Source: an optimization exercise on an open RTL-to-GDS flow (aim: a short achievable clock period and few clock cycles per item). Production flows keep margins and buffers that such runs may drop.
No run shown here included a check of the RTL's function; only the layout flow was run.
No activity file was given, so power comes from the tool's default toggle rates.

$ cat flow/config.mk
export PLATFORM = sky130hd
export DESIGN_NAME = most_rbc
export DESIGN_NICKNAME = most_rbc
export VERILOG_FILES = /design/flow/design.v
export SDC_FILE = /design/flow/constraint.sdc
export NUM_CORES = 4
export LEC_CHECK = 0
export CAP_MARGIN = 20
export CORE_MARGIN = 2
export CORE_UTILIZATION = 40
export SLEW_MARGIN = 20
$ cat flow/constraint.sdc
create_clock -name core_clock -period 10.0 [get_ports {clk}]
set_input_delay 2.0000 -clock core_clock [delete_from_list [all_inputs] [get_ports {clk}]]
set_output_delay 2.0000 -clock core_clock [all_outputs]
set_load 0.01 [all_outputs]
$ cat flow/design.v
module most_rbc (
    input  wire        clk,
    input  wire        rst,
    input  wire        req_valid,
    input  wire        req_op,             
    input  wire [1:0]  req_half,           
    input  wire [31:0] req_frames,         
    input  wire [31:0] req_ring_frames,    
    input  wire [31:0] req_period_frames,  
    input  wire [7:0]  req_width,          
    input  wire        req_endian,         
    input  wire [15:0] req_channels,       
    output reg         rsp_valid,
    output reg         rsp_err,
    output reg         rsp_pe,
    output reg  [31:0] rsp_bufpos,
    output reg  [31:0] rsp_perpos,
    output wire [1:0]  ring_half,
    output wire        ring_rd_en,
    output wire [31:0] ring_rd_addr,
    input  wire [7:0]  ring_rd_data,
    output wire        ring_wr_en,
    output wire [31:0] ring_wr_addr,
    output wire [7:0]  ring_wr_data,
    output wire        unit_rd_en,
    output wire [31:0] unit_rd_addr,
    input  wire [7:0]  unit_rd_data,
    output wire        unit_wr_en,
    output wire [31:0] unit_wr_addr,
    output wire [7:0]  unit_wr_data
);
    reg        h_ok    [0:3];    
    reg [31:0] h_rf    [0:3];    
    reg [31:0] h_pf    [0:3];    
    reg [17:0] h_fbm1  [0:3];    
    reg [1:0]  h_glast [0:3];    
    reg [31:0] h_bp    [0:3];    
    reg [31:0] h_pp    [0:3];    
    reg [31:0] h_bpb   [0:3];    
    reg        h_bpl   [0:3];    
    reg        h_ppl   [0:3];    
    reg        rst_q;
    reg        busy;
    reg        q_valid;
    reg        q_op;
    reg [1:0]  q_half;
    reg [31:0] q_n;
    reg [31:0] q_rf;
    reg [31:0] q_pf;
    reg [7:0]  q_width;
    reg        q_endian;
    reg [15:0] q_ch;
    reg        active;       
    reg        dir_tx;
    reg [1:0]  c_half;
    reg [1:0]  rhalf;        
    reg [31:0] ra;           
    reg [31:0] ua;           
    reg [17:0] bcnt;         
    reg        frame_last;   
    reg [31:0] bp;           
    reg        bp_last;      
    reg [31:0] pp;           
    reg        pp_last;      
    reg        pe_acc;       
    reg [31:0] fl;           
    reg        fl_last;      
    reg [1:0]  k;            
    reg [2:0]  off;          
    reg [31:0] c_rfm2, c_pfm2;
    reg        c_rf1, c_pf1;
    reg [17:0] c_fbm1;
    reg        c_fb1;
    reg [1:0]  c_glast;
    reg        s1_valid, s1_last;
    reg [31:0] s1_addr;
    reg        s2_last;
    reg        ring_rd_en_q, unit_rd_en_q;
    reg        ring_wr_en_q, unit_wr_en_q;
    reg [31:0] wa;
    reg [7:0]  ring_data_q, unit_data_q;
    assign ring_half    = rhalf;
    assign ring_rd_en   = ring_rd_en_q;
    assign ring_rd_addr = ra;
    assign unit_rd_en   = unit_rd_en_q;
    assign unit_rd_addr = ua;
    assign ring_wr_en   = ring_wr_en_q;
    assign ring_wr_addr = wa;
    assign ring_wr_data = unit_data_q;
    assign unit_wr_en   = unit_wr_en_q;
    assign unit_wr_addr = wa;
    assign unit_wr_data = ring_data_q;
    wire [15:0] ch_m1 = q_ch - 16'd1;
    reg        prep_ok;
    reg [1:0]  prep_glast;
    reg [17:0] prep_fbm1;    
    always @(*) begin
        prep_ok    = 1'b1;
        prep_glast = 2'd0;
        prep_fbm1  = {2'd0, ch_m1};
        case (q_width)
            8'd8:  begin prep_glast = 2'd0; prep_fbm1 = {2'd0, ch_m1}; end
            8'd16: begin prep_glast = 2'd1; prep_fbm1 = {1'b0, ch_m1, 1'b1}; end
            8'd24: begin prep_glast = 2'd2; prep_fbm1 = {1'b0, q_ch, 1'b0} + {2'd0, ch_m1}; end
            8'd32: begin prep_glast = 2'd3; prep_fbm1 = {ch_m1, 2'b11}; end
            default: prep_ok = 1'b0;
        endcase
        if (q_endian)
            prep_glast = 2'd0;
        if (q_ch == 16'd0 || q_rf == 32'd0 || q_pf == 32'd0)
            prep_ok = 1'b0;
    end
    wire [3:0] gt_rf, gt_pf;
    genvar gi;
    generate
        for (gi = 0; gi < 4; gi = gi + 1) begin : g_cmp
            assign gt_rf[gi] = q_n > h_rf[gi];
            assign gt_pf[gi] = q_n > h_pf[gi];
        end
    endgenerate
    wire copy_refused = !h_ok[q_half] || gt_rf[q_half] || gt_pf[q_half];
    wire copy_zero    = q_n == 32'd0;
    wire copy_go      = q_valid && q_op && !copy_refused && !copy_zero;
    wire prep_go      = q_valid && !q_op;
    wire byte_last = frame_last && fl_last;
    always @(posedge clk) begin
        if (rst) begin
            busy         <= 1'b0;
            q_valid      <= 1'b0;
            active       <= 1'b0;
            s1_valid     <= 1'b0;
            s1_last      <= 1'b0;
            s2_last      <= 1'b0;
            ring_rd_en_q <= 1'b0;
            unit_rd_en_q <= 1'b0;
            ring_wr_en_q <= 1'b0;
            unit_wr_en_q <= 1'b0;
            rsp_valid    <= 1'b0;
        end else begin
            q_valid   <= req_valid && !busy;
            if (req_valid && !busy)
                busy <= 1'b1;
            if ((q_valid && !copy_go) || s2_last)
                busy <= 1'b0;
            rsp_valid <= (q_valid && !copy_go) || s2_last;
            if (copy_go) begin
                active       <= 1'b1;
                ring_rd_en_q <= q_half[0];
                unit_rd_en_q <= !q_half[0];
            end else if (active && byte_last) begin
                active       <= 1'b0;
                ring_rd_en_q <= 1'b0;
                unit_rd_en_q <= 1'b0;
            end
            s1_valid     <= active;
            s1_last      <= active && byte_last;
            ring_wr_en_q <= s1_valid && !dir_tx;
            unit_wr_en_q <= s1_valid && dir_tx;
            s2_last      <= s1_last;
        end
    end
    integer i;
    always @(posedge clk) begin
        rst_q <= rst;
        if (rst_q) begin
            for (i = 0; i < 4; i = i + 1) begin
                h_ok[i] <= 1'b0;
                h_bp[i] <= 32'd0;
                h_pp[i] <= 32'd0;
            end
        end else begin
            if (prep_go) begin
                h_ok[q_half] <= prep_ok;
                h_bp[q_half] <= 32'd0;
                h_pp[q_half] <= 32'd0;
            end
            if (s1_last) begin
                h_bp[c_half] <= bp;
                h_pp[c_half] <= pp;
            end
        end
    end
    always @(posedge clk) begin
        q_op     <= req_op;
        q_half   <= req_half;
        q_n      <= req_frames;
        q_rf     <= req_ring_frames;
        q_pf     <= req_period_frames;
        q_width  <= req_width;
        q_endian <= req_endian;
        q_ch     <= req_channels;
        if (prep_go) begin
            h_rf[q_half]    <= q_rf;
            h_pf[q_half]    <= q_pf;
            h_fbm1[q_half]  <= prep_fbm1;
            h_glast[q_half] <= prep_glast;
            h_bpb[q_half]   <= 32'd0;
            h_bpl[q_half]   <= q_rf == 32'd1;
            h_ppl[q_half]   <= q_pf == 32'd1;
        end
        if (s1_last) begin
            h_bpb[c_half] <= ra;
            h_bpl[c_half] <= bp_last;
            h_ppl[c_half] <= pp_last;
        end
        if (q_valid) begin
            rsp_err    <= q_op ? copy_refused : !prep_ok;
            rsp_pe     <= 1'b0;
            rsp_bufpos <= q_op ? h_bp[q_half] : 32'd0;
            rsp_perpos <= q_op ? h_pp[q_half] : 32'd0;
        end
        if (s2_last) begin
            rsp_err    <= 1'b0;
            rsp_pe     <= pe_acc;
            rsp_bufpos <= bp;
            rsp_perpos <= pp;
        end
        if (q_valid && q_op)
            rhalf <= q_half;
        if (q_valid) begin
            dir_tx     <= q_half[0];
            c_half     <= q_half;
            ra         <= h_bpb[q_half];
            ua         <= 32'd0;
            bcnt       <= h_fbm1[q_half];
            frame_last <= h_fbm1[q_half] == 18'd0;
            bp         <= h_bp[q_half];
            bp_last    <= h_bpl[q_half];
            pp         <= h_pp[q_half];
            pp_last    <= h_ppl[q_half];
            pe_acc     <= 1'b0;
            fl         <= q_n;
            fl_last    <= q_n == 32'd1;
            k          <= 2'd0;
            off        <= {1'b0, h_glast[q_half]};
            c_rfm2     <= h_rf[q_half] - 32'd2;
            c_pfm2     <= h_pf[q_half] - 32'd2;
            c_rf1      <= h_rf[q_half] == 32'd1;
            c_pf1      <= h_pf[q_half] == 32'd1;
            c_fbm1     <= h_fbm1[q_half];
            c_fb1      <= h_fbm1[q_half] == 18'd0;
            c_glast    <= h_glast[q_half];
        end else if (active) begin
            ua <= ua + 32'd1;
            ra <= (frame_last && bp_last) ? 32'd0 : ra + 32'd1;
            if (k == c_glast) begin
                k   <= 2'd0;
                off <= {1'b0, c_glast};
            end else begin
                k   <= k + 2'd1;
                off <= off - 3'd2;
            end
            if (frame_last) begin
                bcnt       <= c_fbm1;
                frame_last <= c_fb1;
                bp         <= bp_last ? 32'd0 : bp + 32'd1;
                bp_last    <= bp_last ? c_rf1 : (bp == c_rfm2);
                pp         <= pp_last ? 32'd0 : pp + 32'd1;
                pp_last    <= pp_last ? c_pf1 : (pp == c_pfm2);
                if (pp_last)
                    pe_acc <= 1'b1;
                fl         <= fl - 32'd1;
                fl_last    <= fl == 32'd2;
            end else begin
                bcnt       <= bcnt - 18'd1;
                frame_last <= bcnt == 18'd1;
            end
        end
        s1_addr     <= (dir_tx ? ua : ra) + {{29{off[2]}}, off};
        wa          <= s1_addr;
        ring_data_q <= ring_rd_data;
        unit_data_q <= unit_rd_data;
    end
endmodule
$ cat flow/flow/run.sh
#!/bin/bash
set -uo pipefail
bash standard.sh SETUP_SLACK_MARGIN=6.0 finish > standard.log 2>&1
$ cat flow/standard.sh
#!/bin/bash
# synth_recipe.tcl (not shown) runs the flow's synth.tcl, then flattens the netlist and writes it again
# the make line also repeats each setting of config.mk as NAME=value (left out here)
make -C /OpenROAD-flow-scripts/flow DESIGN_CONFIG=/design/flow/config.mk WORK_HOME=/design/flow/orfs CLKGATE_MAP_FILE= SYNTH_SCRIPT=/design/flow/synth_recipe.tcl "${@:-finish}"
==> qor.yml, run 1 <==
max_freq_mhz: 255
power.density_nw_per_um2: 176
viasPerCell: 5.38
critPathBufInv: 1
synth_cell_types: 80
globalplace.congestion: 0.893
die_height_um: 396
synth_edf_count: 1040
synth_nets: 5194
synthToLayoutAreaGrowth_pct: 17.5
drtPass1Iterations: 6
grt_pass1_vias: 39048
slew_violations: 0
grt_pass1_wl_mm: 252
synth_area_um2: 61400
final_cells: 7221
async_flop_share: 0
wire_per_inst_um: 23.3
irDropWorstVdd_mv: 0.110
avgSynthCellArea_um2: 13.0
route.met3.wl_mm: 10.7
rsz0062_at_grt: "false"
worst_ep_required_time_ps: 8000
cts_buffers: 146
clockBufferDepth: 3
wl_met1_mm: 74.6
slowest_stage: "clkdlybuf4s50_1"
drt_iter0_drc: 3409
maxSlewHeadroom: 0.280
yosysSeqAreaShare: 0.591
drc: 0
vias: 38861
end_kind: "primary output"
ys_ff_latch: 1293
nNetsFinal: 5522
grt_overflow: 0
fin_crit_sh: 0.392
initial_core_util: 0.403
ant_nets: 0
synth_warnings: 1
root_buffer: "clkbuf_16"
post-place-cells: 6911
insertion_delay_ps: 790
critPathArrivalTime_ps: 1920
setup.worst_path.class: "flop to primary output"
core-area_um2: 152000
clk_pin_slew_ps: 60
numPortBuffers: 359
hp-class: "flop to flop"
finalSetupTns_ps: 0
final-setup-viol-count: 0
final-hold-violation-count: 0
tightest_slew_ps: 1080
synth.area.top_cells: "edfxtp_1 (51%), dfxtp_1 (8.2%), mux4_2 (6.7%)"
io_pins: 360
worstSetupStartpointType: "flop"
ys.flop_type: "edfxtp_1"
grt_use_total: 0.213
std_cell_rows: 143
critPathTopFamily: "buffers and inverters"
cts_sinks: 1293
post-synth-top-area-cell: "edfxtp_1"
wirelength_mm: 168
htreeDepth: 4
synth_cells: 4739
crit_fanout: 7
outcome: "no timing/DRC/antenna violations"
synth_top_area_share: 0.509
met2_length_mm: 78.6
min_period_ps: 3920
path_cells: "clkdlybuf4s50_1"
cts_tree: "built"
maxCapViolations: 0
top_layer: "met5"
grt_max_degree: 79
p_leak_nw: 26.8
die_area_um2: 157000
finClkSkew_ps: 33.6
dp_hpwl_mm: 111
layout-drive-gt1-share: 0.116
antenna_found_initial: 7
die_w_um: 396
max_stage_delay_ps: 630
-- synthesized netlist by cell type (all sizes together), types with 27 or more instances --
cell type	n
xor2	176
nand4	92
inv	307
nor4	73
nand2	309
a21oi	149
nand3	69
nor3	54
buf	75
o21ai	231
xnor2	165
and2	386
nor2	201
clkbuf	188
mux2	39
dfxtp	253
a22o	72
mux4	183
ha	311
and3	27
nor2b	33
a21o	55
edfxtp	1040
-- layer usage --
| metal | GRT usage | vias up |
|---|---|---|
| met2 | 0.341 | 1228 |
| li1 | - | 17957 |
| met4 | 0.0620 | 4 |
| met5 | 0 | - |
| met3 | 0.0365 | 234 |
| met1 | 0.297 | 19438 |
-- cell type report --
cell class	instances	area (µm²)
clock buffers	190	4060
fillers	13431	80100
inverters	307	1150
multi-input cells	2876	22900
flip-flops and latches	1293	36300
repair buffers	443	4370
clock inverters	80	806
well taps	2030	2540
diodes	2	5.00
-- flip-flops by register name (all words and copies together) (netlist names), 32 cells and up --
register	count
ua	32
s1_addr	32
q_n	32
c_rfm2	32
h_pp	128
q_rf	32
h_bpb	128
c_pfm2	32
ra	32
pp	32
h_fbm1	72
q_pf	32
wa	32
rsp_perpos	32
bp	32
fl	32
rsp_bufpos	32
h_bp	128
h_pf	128
h_rf	128
-- through the flow --
| stage | hold WS, ps | util | total power [W] | worst slack (ps) | cell area, µm² |
|---|---|---|---|---|---|
| after floorplan | 310 | - | 0.00687 | 5890 | 61500 |
| after global placement | 316 | 0.439 | 0.00731 | 5840 | 66800 |
| after detailed placement | 314 | 0.439 | 0.00733 | 5760 | 66800 |
| after CTS | 327 | 0.473 | 0.0128 | 6000 | 72000 |
| after global routing | 332 | 0.474 | 0.0131 | 5990 | 72200 |
| final | 325 | 0.474 | 0.0127 | 6080 | 72200 |
-- cells in the final DEF (no fill, tap or decap), types with 163 or more instances in the layout --
master              n
clkdlybuf4s50_1   358
and2_1            385
nor2_1            193
xnor2_1           163
o21ai_0           226
dfxtp_1           247
inv_1             307
mux4_2            182
edfxtp_1         1040
ha_1              310
nand2_1           308
xor2_1            175
-- final timing paths --
check | to | cells after the start | start | slack, ps
setup / recovery | unit_rd_addr[1] | 1 | ua[1]$_SDFFE_PP0P_ | 6080
hold reg to reg | wa[14]$_DFF_P_ | 0 | s1_addr[14]$_DFF_P_ | 320
setup reg to reg | s1_addr[30]$_DFF_P_ | 14 | c_half[0]$_DFFE_PP_ | 6230
hold / removal | wa[14]$_DFF_P_ | 0 | s1_addr[14]$_DFF_P_ | 320
-- report_power, final --
group | switching, W | internal (W)
combinational | 0.000539 | 0.000464
sequential | 0.000204 | 0.00603
clock | 0.00222 | 0.00321
-- timing repair --
action                                  CTS  global route
endpoints found under the setup margin   71            52
gates resized for setup                  13            20
pin swaps                                 1             1
buffers inserted                         32             2
hold endpoints to repair                  0             0
hold buffers                              0             0
cloned                                    1             0
-- logic make-up after synthesis --
kind of cell | count (synthesis) | share of synthesized area
AO/OA/AOI/OAI | 628 | 0.0639
XOR/XNOR | 341 | 0.0486
adder cells (fa/ha/maj) | 312 | 0.0637
buffers and inverters | 570 | 0.0385
flip-flops | 1293 | 0.591
multiplexers | 229 | 0.0755
AND/OR/NAND/NOR | 1366 | 0.119
==> run 2, diff against run 1 <==
==> flow/flow/run.sh (replaced) <==
#!/bin/bash
# Standard layout with three changes to how it is made (SDC unchanged):
# timing repair keeps a setup margin beyond the design's, cell sizing may
# change a cell's footprint, and ports are buffered with buf_4 cells.
# Full make output goes to standard.log here.
set -uo pipefail
bash standard.sh SETUP_SLACK_MARGIN=7.0 MATCH_CELL_FOOTPRINT=0 \
  "BUFFER_PORTS_ARGS=-buffer_cell sky130_fd_sc_hd__buf_4" finish > standard.log 2>&1
--- a/flow/config.mk
+++ b/flow/config.mk
@@ -8,4 +8,5 @@
 export CAP_MARGIN = 20
 export CORE_MARGIN = 2
-export CORE_UTILIZATION = 40
+export CORE_UTILIZATION = 55
+export GPL_TIMING_DRIVEN = 0
 export SLEW_MARGIN = 20
==> run 2 against run 1 <==
Effect of this change: still clean on timing, DRC and antenna; first-iteration DRC count increased by 27%; global-route usage rose by 9.5 points; core utilization rose by 22 points; combinational power increased by 34%; critical path type is now flop to flop; largest power group unchanged.
==> qor.yml, run 2 <==
outcome: "no timing/DRC/antenna violations"
fin_crit_sh: 0.363  # -0.0288
seq_area_um2: 36600  # +0.77%
stdcell_area_um2: 77300  # +7.1%
die_w_um: 338  # -15%
synth_cell_types: 80  # unchanged
ys.flop_type: "edfxtp_1"
avgSynthCellArea_um2: 13.0  # unchanged
rsz0062_at_grt: "true"
grt_use_total: 0.308  # +0.0946
cts_tree: "built"
maxCapViolations: 0  # unchanged
post-synth-top-area-cell: "edfxtp_1"
root_buffer: "clkbuf_16"
synth_area_um2: 61400  # unchanged
htreeDepth: 4  # unchanged
drt_iter0_drc: 4334  # +27%
synth_common_cells: "edfxtp_1 (1040), and2_1 (385), ha_1 (311), nand2_1 (308), inv_1 (307)"
final-hold-violation-count: 0  # unchanged
synthAdderAreaFrac: 0.0637  # unchanged
synth_compound_area_frac: 0.0639  # unchanged
postCtsHoldBufs: 0  # unchanged
viasPerCell: 5.86  # +8.8%
insertion_delay_ps: 760  # -30 ps
finClkSkew_ps: 23.0  # -10.7 ps
std_cell_rows: 122  # -15%
synth_warnings: 1  # unchanged
multi_input_area_um2: 24500  # +6.9%
p_leak_nw: 30.1  # +12%
end_kind: "flop"
grt_max_degree: 60  # -24%
vias: 41966  # +8.0%
synth_xor_area_frac: 0.0486  # unchanged
synth_nets: 5194  # unchanged
synth_edf_count: 1040  # unchanged
post-route-util: 0.698  # +0.224
slew_violations: 0  # unchanged
fillers: 7857  # -42%
grt_overflow: 0  # unchanged
drc: 0  # unchanged
grt_pass1_wl_mm: 262  # +4.1%
dp_hpwl_mm: 120  # +8.1%
synthSimpleGateAreaFrac: 0.119  # unchanged
mostFrequentLayoutCell: "edfxtp_1"
min_period_ps: 3630  # -288 ps
critPathArrivalTime_ps: 4270  # +2350 ps
synthToLayoutAreaGrowth_pct: 25.9
globalplace.congestion: 0.909  # +1.8%
numPortBuffers: 359  # unchanged
die_area_um2: 114000  # -27%
io_pins: 360  # unchanged
synthMuxAreaShare: 0.0755  # unchanged
die_height_um: 338  # -15%
yosysSeqAreaShare: 0.591  # unchanged
synth_cells: 4739  # unchanged
finalSetupTns_ps: 0  # unchanged
layout-drive-gt1-share: 0.283  # +0.168
worstSetupStartpointType: "flop"
tightest_slew_ps: 1280  # +203 ps
power.density_nw_per_um2: 165  # -6.1%
synth_top_family_by_area: "simple AND/OR/NAND/NOR gates"
grt_pass1_vias: 40940  # +4.8%
synth.area.top_cells: "edfxtp_1 (51%), dfxtp_1 (8.2%), mux4_2 (6.7%)"
initial_core_util: 0.555  # +0.152
final_cells: 7166  # -0.76%
most-common-layout-cells: "edfxtp_1 (1040), buf_4 (405), and2_1 (383)"
clk_pin_slew_ps: 60  # about the same
setup.worst_path.class: "flop to flop"
worst_ep_required_time_ps: 10640  # +2640 ps
place_area_um2: 67100  # +0.52%
power_w: 0.0127  # +0.57%
post-place-cells: 6616  # -4.3%
cts_sinks: 1293  # unchanged
wirelength_mm: 178  # +6.0%
cts_buffers: 139  # -4.8%
synth.most_common_cell: "edfxtp_1"
hp-class: "flop to flop"
async_flop_share: 0  # unchanged
crit_fanout: 4  # -3
synth_top_area_share: 0.509  # unchanged
drtPass1Iterations: 6  # unchanged
final-setup-viol-count: 0  # unchanged
nNetsFinal: 6019  # +9.0%
ant_nets: 0  # unchanged
antenna_found_initial: 9  # +2
maxSlewHeadroom: 0.138  # -0.142
core-area_um2: 111000  # -27%
wire_per_inst_um: 24.9  # +6.8%
clockBufferDepth: 3  # unchanged
irDropWorstVdd_mv: 0.150  # +37%
max_freq_mhz: 275  # +7.9%
ys_ff_latch: 1293  # unchanged
run 2: cell counts after synthesis:
No cell type changed its count.
run 2: area by class of cell:
| class | instances | area share |
|---|---|---|
| plain buffers | 263 | 0.0253 |
| multi-input cells | 2887 | 0.317 |
| flip-flops and latches | 1293 | 0.474 |
| clock buffers | 182 | 0.0499 |
| clock inverters | 72 | 0.00981 |
| diodes | 1 | 0.0000324 |
| repair buffers | 673 | 0.0851 |
| well taps | 1488 | 0.0241 |
| inverters | 307 | 0.0150 |
run 2: timing repair:
action / 4_1_cts / 5_1_grt
endpoints found under the setup margin: 1274 / 498
pin swaps: 96 / 81
setup buffers: 207 / 74
gates resized for setup: 765 / 196
cloned: 12 / 2
run 2: through the flow:
| stage | setup WS [ps] | hold slack (ps) |
|---|---|---|
| floorplan | 5880 | 310 |
| global placement | 3290 | 311 |
| detailed placement | 5330 | 312 |
| CTS | 6480 | 326 |
| global route | 6290 | 327 |
| finish | 6370 | 326 |
run 2: per-layer routing:
layer	vias up	global-route usage	share of wire
li1	19001	-	-
met1	20865	0.441	0.43
met2	1804	0.482	0.46
met3	296	0.0458	0.077
met4	0	0.106	0.033
met5	-	0	0
run 2: kinds of logic (layout without fill, tap and decap cells):
kind of cell	after synthesis	after routing
xor+xnor	341	341
other cells	0	1
buf+inv	570	1497
compound gates	628	629
flops	1293	1293
simple gates	1366	1376
fa+ha+maj	312	312
mux	229	229
run 2: where the power goes:
part | switching [W] | internal (W)
sequential | 0.000163 | 0.00602
combinational | 0.000709 | 0.000631
clock | 0.00213 | 0.00309
run 2: critical path, cell delays in order, from the launching register on:
cell and delay, ps:
edfxtp_1 420, buf_8 170, buf_12 120, buf_12 120, mux2_4 300, ha_4 160
inv_2 50, fa_2 230, nor2b_4 50, o31a_1 290, o211ai_1 330, a21boi_2 130
a221oi_2 330, o21a_2 200, o21ai_2 70, o41ai_2 340, xnor2_1 220
run 2: final timing paths:
kind,start,endpoint,slack (ps),depth (start not counted)
worst max-delay path,c_half[0]$_DFFE_PP_,s1_addr[30]$_DFF_P_,6370,16
worst min-delay path,s1_addr[26]$_DFF_P_,wa[26]$_DFF_P_,330,0
worst max register to register,c_half[0]$_DFFE_PP_,s1_addr[30]$_DFF_P_,6370,16
worst min register to register,s1_addr[26]$_DFF_P_,wa[26]$_DFF_P_,330,0
==> run 3, diff against run 2 <==
--- a/flow/config.mk
+++ b/flow/config.mk
@@ -8,5 +8,4 @@
 export CAP_MARGIN = 20
 export CORE_MARGIN = 2
-export CORE_UTILIZATION = 55
-export GPL_TIMING_DRIVEN = 0
+export CORE_UTILIZATION = 40
 export SLEW_MARGIN = 20
==> run 3 against run 2 <==
Effect of this change: final area shrank 1.5%; critical path type is now flop to primary output; via count shrank 3.6%; highest routed layer is now met5; worst setup slack gained 140 ps; area after synthesis is the same; still clean on timing, DRC and antenna; largest cell class unchanged.
==> qor.yml, run 3 <==
globalplace.congestion: 0.896  # -1.5%
die_height_um: 396  # +17%
synth_cell_types: 80  # unchanged
async_flop_share: 0  # unchanged
std_cell_rows: 143  # +17%
nNetsFinal: 5755  # -4.4%
slew_violations: 0  # unchanged
irDropWorstVdd_mv: 0.127  # -16%
worstReg2RegEnd: "s1_addr[31]$_DFF_P_"
ys_ff_latch: 1293  # unchanged
viasPerCell: 5.43  # -7.3%
finClkSkew_ps: 29.6  # +6.60 ps
synth_cells: 4739  # unchanged
core-area_um2: 152000  # +38%
crit_start: "ra[28]$_DFFE_PP_"
cp.depth: 1  # -15
fin_crit_sh: 0.349  # -0.0144
tightest_slew_ps: 1020  # -267 ps
place_ws_ps: 5500  # +162 ps
power.density_nw_per_um2: 167  # +1.5%
ant_nets: 0  # unchanged
grt_max_degree: 192  # +220%
fin_ws_ps: 6510  # +144 ps
synth.most_common_cell: "edfxtp_1"
vias: 40448  # -3.6%
r2r_start: "c_half[0]$_DFFE_PP_"
synth_top_area_share: 0.509  # unchanged
grt_use_total: 0.221  # -0.0867
slowest_stage: "edfxtp_1"
die_w_um: 396  # +17%
grt_pass1_vias: 40197  # -1.8%
maxCapViolations: 0  # unchanged
root_buffer: "clkbuf_16"
setup.worst_path.class: "flop to primary output"
wirelength_mm: 177  # -0.92%
end_kind: "primary output"
wire_per_inst_um: 23.7  # -4.7%
drc: 0  # unchanged
hp-class: "flop to flop"
clk_pin_slew_ps: 60  # about the same
cts_sinks: 1293  # unchanged
grt_pass1_wl_mm: 260  # -0.66%
postCtsHoldBufs: 0  # unchanged
power_frac_clock: 0.418  # +0.009
p_comb_frac: 0.092  # -0.013
initial_core_util: 0.403  # -0.152
worst_ep_required_time_ps: 8000  # -2640 ps
die_area_um2: 157000  # +37%
grt_overflow: 0  # unchanged
cts_buffers: 144  # +3.6%
p_leak_nw: 29.1  # -3.2%
critPathBufInv: 1  # -3
switchingPower_w: 0.00304  # +1.2%
path_cells: "buf_6"
critPathTopFamily: "flip-flops"
crit_fanout: 7  # +3
final-hold-violation-count: 0  # unchanged
synthToLayoutAreaGrowth_pct: 23.9
numPortBuffers: 359  # unchanged
io_pins: 360  # unchanged
antenna_found_initial: 6  # -3
outcome: "no timing/DRC/antenna violations"
r2r_setup_slack_ps: 6650  # +280 ps
most-common-layout-cells: "edfxtp_1 (1040), buf_4 (400), and2_1 (383)"
seq_power_share: 0.490  # +0.005
antenna_cells: 0  # -1
ys.flop_type: "edfxtp_1"
dp_hpwl_mm: 109  # -9.3%
synth_nets: 5194  # unchanged
avgSynthCellArea_um2: 13.0  # unchanged
yosysSeqAreaShare: 0.591  # unchanged
min_period_ps: 3490  # -144 ps
maxSlewHeadroom: 0.322  # +0.185
final-setup-viol-count: 0  # unchanged
netSwitchingFraction: 0.239  # +0.00311
synth_edf_count: 1040  # unchanged
max_freq_mhz: 287  # +4.1%
synth_area_um2: 61400  # unchanged
endpoint: "ring_rd_addr[28]"
critPathArrivalTime_ps: 1490  # -2780 ps
layout-drive-gt1-share: 0.277  # -0.00579
synth_common_cells: "edfxtp_1 (1040), and2_1 (385), ha_1 (311), nand2_1 (308), inv_1 (307)"
internal_power_w: 0.00969  # -0.52%
drtPass1Iterations: 5  # -1
htreeDepth: 4  # unchanged
drt_iter0_drc: 3699  # -15%
finalSetupTns_ps: 0  # unchanged
synth.area.top_cells: "edfxtp_1 (51%), dfxtp_1 (8.2%), mux4_2 (6.7%)"
clockBufferDepth: 3  # unchanged
cts_tree: "built"
insertion_delay_ps: 790  # +30 ps
mostFrequentLayoutCell: "edfxtp_1"
reg2regPathDepth: 15  # -1
post-synth-top-area-cell: "edfxtp_1"
worstSetupStartpointType: "flop"
rsz0062_at_grt: "true"
synth_warnings: 1  # unchanged
max_stage_delay_ps: 520  # +100 ps
## run 3: changes by cell type in the layout (fill, tap and decap cells not counted), sizes merged
cell,before,now
or3,25,23
buf,763,667
inv,317,312
or2,28,21
clkinvlp,6,3
clkinv,42,36
diode,1,0
clkbuf,355,223
bufinv,14,5
## run 3: layout make-up
| class | count | area [µm²] |
|---|---|---|
| Fill cell | 13034 | 76200 |
| Sequential cell | 1293 | 36600 |
| Multi-Input combinational cell | 2878 | 24600 |
| Timing Repair Buffer | 676 | 6430 |
| Clock buffer | 214 | 4290 |
| Tap cell | 2030 | 2540 |
| Inverter | 307 | 1160 |
| Clock inverter | 49 | 469 |
## run 3: cell families (layout without fill, tap and decap cells)
group / after synthesis / count (layout) / share of synthesized area
adder cells (fa/ha/maj): 312 / 312 / 0.0637
AND/OR/NAND/NOR: 1366 / 1367 / 0.119
flip-flops: 1293 / 1293 / 0.591
AO/OA/AOI/OAI: 628 / 629 / 0.0639
buffers and inverters: 570 / 1246 / 0.0385
XOR/XNOR: 341 / 341 / 0.0486
multiplexers: 229 / 229 / 0.0755
## run 3: stage by stage
stage / power [W] / area [µm²] / hold slack, ps / instances / util
floorplan: 0.00688 / 61800 / 310 / 4739 / -
global placement: 0.00728 / 66100 / 311 / 6907 / 0.434
detailed placement: 0.00729 / 66100 / 312 / 6907 / 0.434
CTS: 0.0128 / 74800 / 315 / 7375 / 0.491
global route: 0.0132 / 76100 / 327 / 7447 / 0.500
finish: 0.0127 / 76100 / 322 / 7447 / 0.500
## run 3: worst min-delay path by stage
stage	start	end	slack, ps	depth (start not counted)
after floorplan	s1_addr[0]$_DFF_P_	wa[0]$_DFF_P_	310	0
after global placement	s1_addr[28]$_DFF_P_	wa[28]$_DFF_P_	310	0
after detailed placement	s1_addr[10]$_DFF_P_	wa[10]$_DFF_P_	310	0
after CTS	s1_addr[2]$_DFF_P_	wa[2]$_DFF_P_	310	0
after global routing	s1_addr[2]$_DFF_P_	wa[2]$_DFF_P_	330	0
final	s1_addr[29]$_DFF_P_	wa[29]$_DFF_P_	320	0
## run 3: per-layer routing
layer	track usage	part of all wire
met5	0	0.000057
met4	0.0691	0.027
met3	0.0337	0.063
met2	0.356	0.47
met1	0.307	0.44
## run 3: power groups by stage
stage	Clock, W	Combinational, W	Sequential (W)
after floorplan	0	0.000624	0.00626
after global placement	0	0.000915	0.00636
after detailed placement	0	0.000926	0.00637
after CTS	0.00542	0.00112	0.00624
after global routing	0.00564	0.00126	0.00625
final	0.00532	0.00117	0.00624
## run 3: what timing repair did
action                                  in CTS  in global routing
endpoints found under the setup margin    1172                525
cloned                                      12                  1
gates resized for setup                    594                165
buffers inserted                           193                 71
pin swaps                                   75                 76

[port drivers added, routing unchanged]
In the flow no input, the clock included, has a driving cell. The finished layouts below were timed again as built, in two steps.
Step 1 sets driving cells, clkbuf_16 on the clock port and buf_2 on the other inputs (assumed; they add their load-dependent delay and slew).
Step 2 times the ports against the registers' clock, not the clock port: input delays grow and output delays shrink by t, the midpoint of the rising clock arrivals with the driver on.
Three values: no drivers, after step 1, after step 2; two values: the first two.
run	t (ns)	slack for setup (ns)	worst setup path at the end	cell pins on the clock port's net
run 1	0.853	6.080 / 6.000 / 6.232	register to register	1
run 2	0.827	6.368 / 6.368 / 6.368	register to register	1
run 3	0.855	6.512 / 6.436 / 6.655	register to register	1
After both steps every run listed still meets setup and hold.
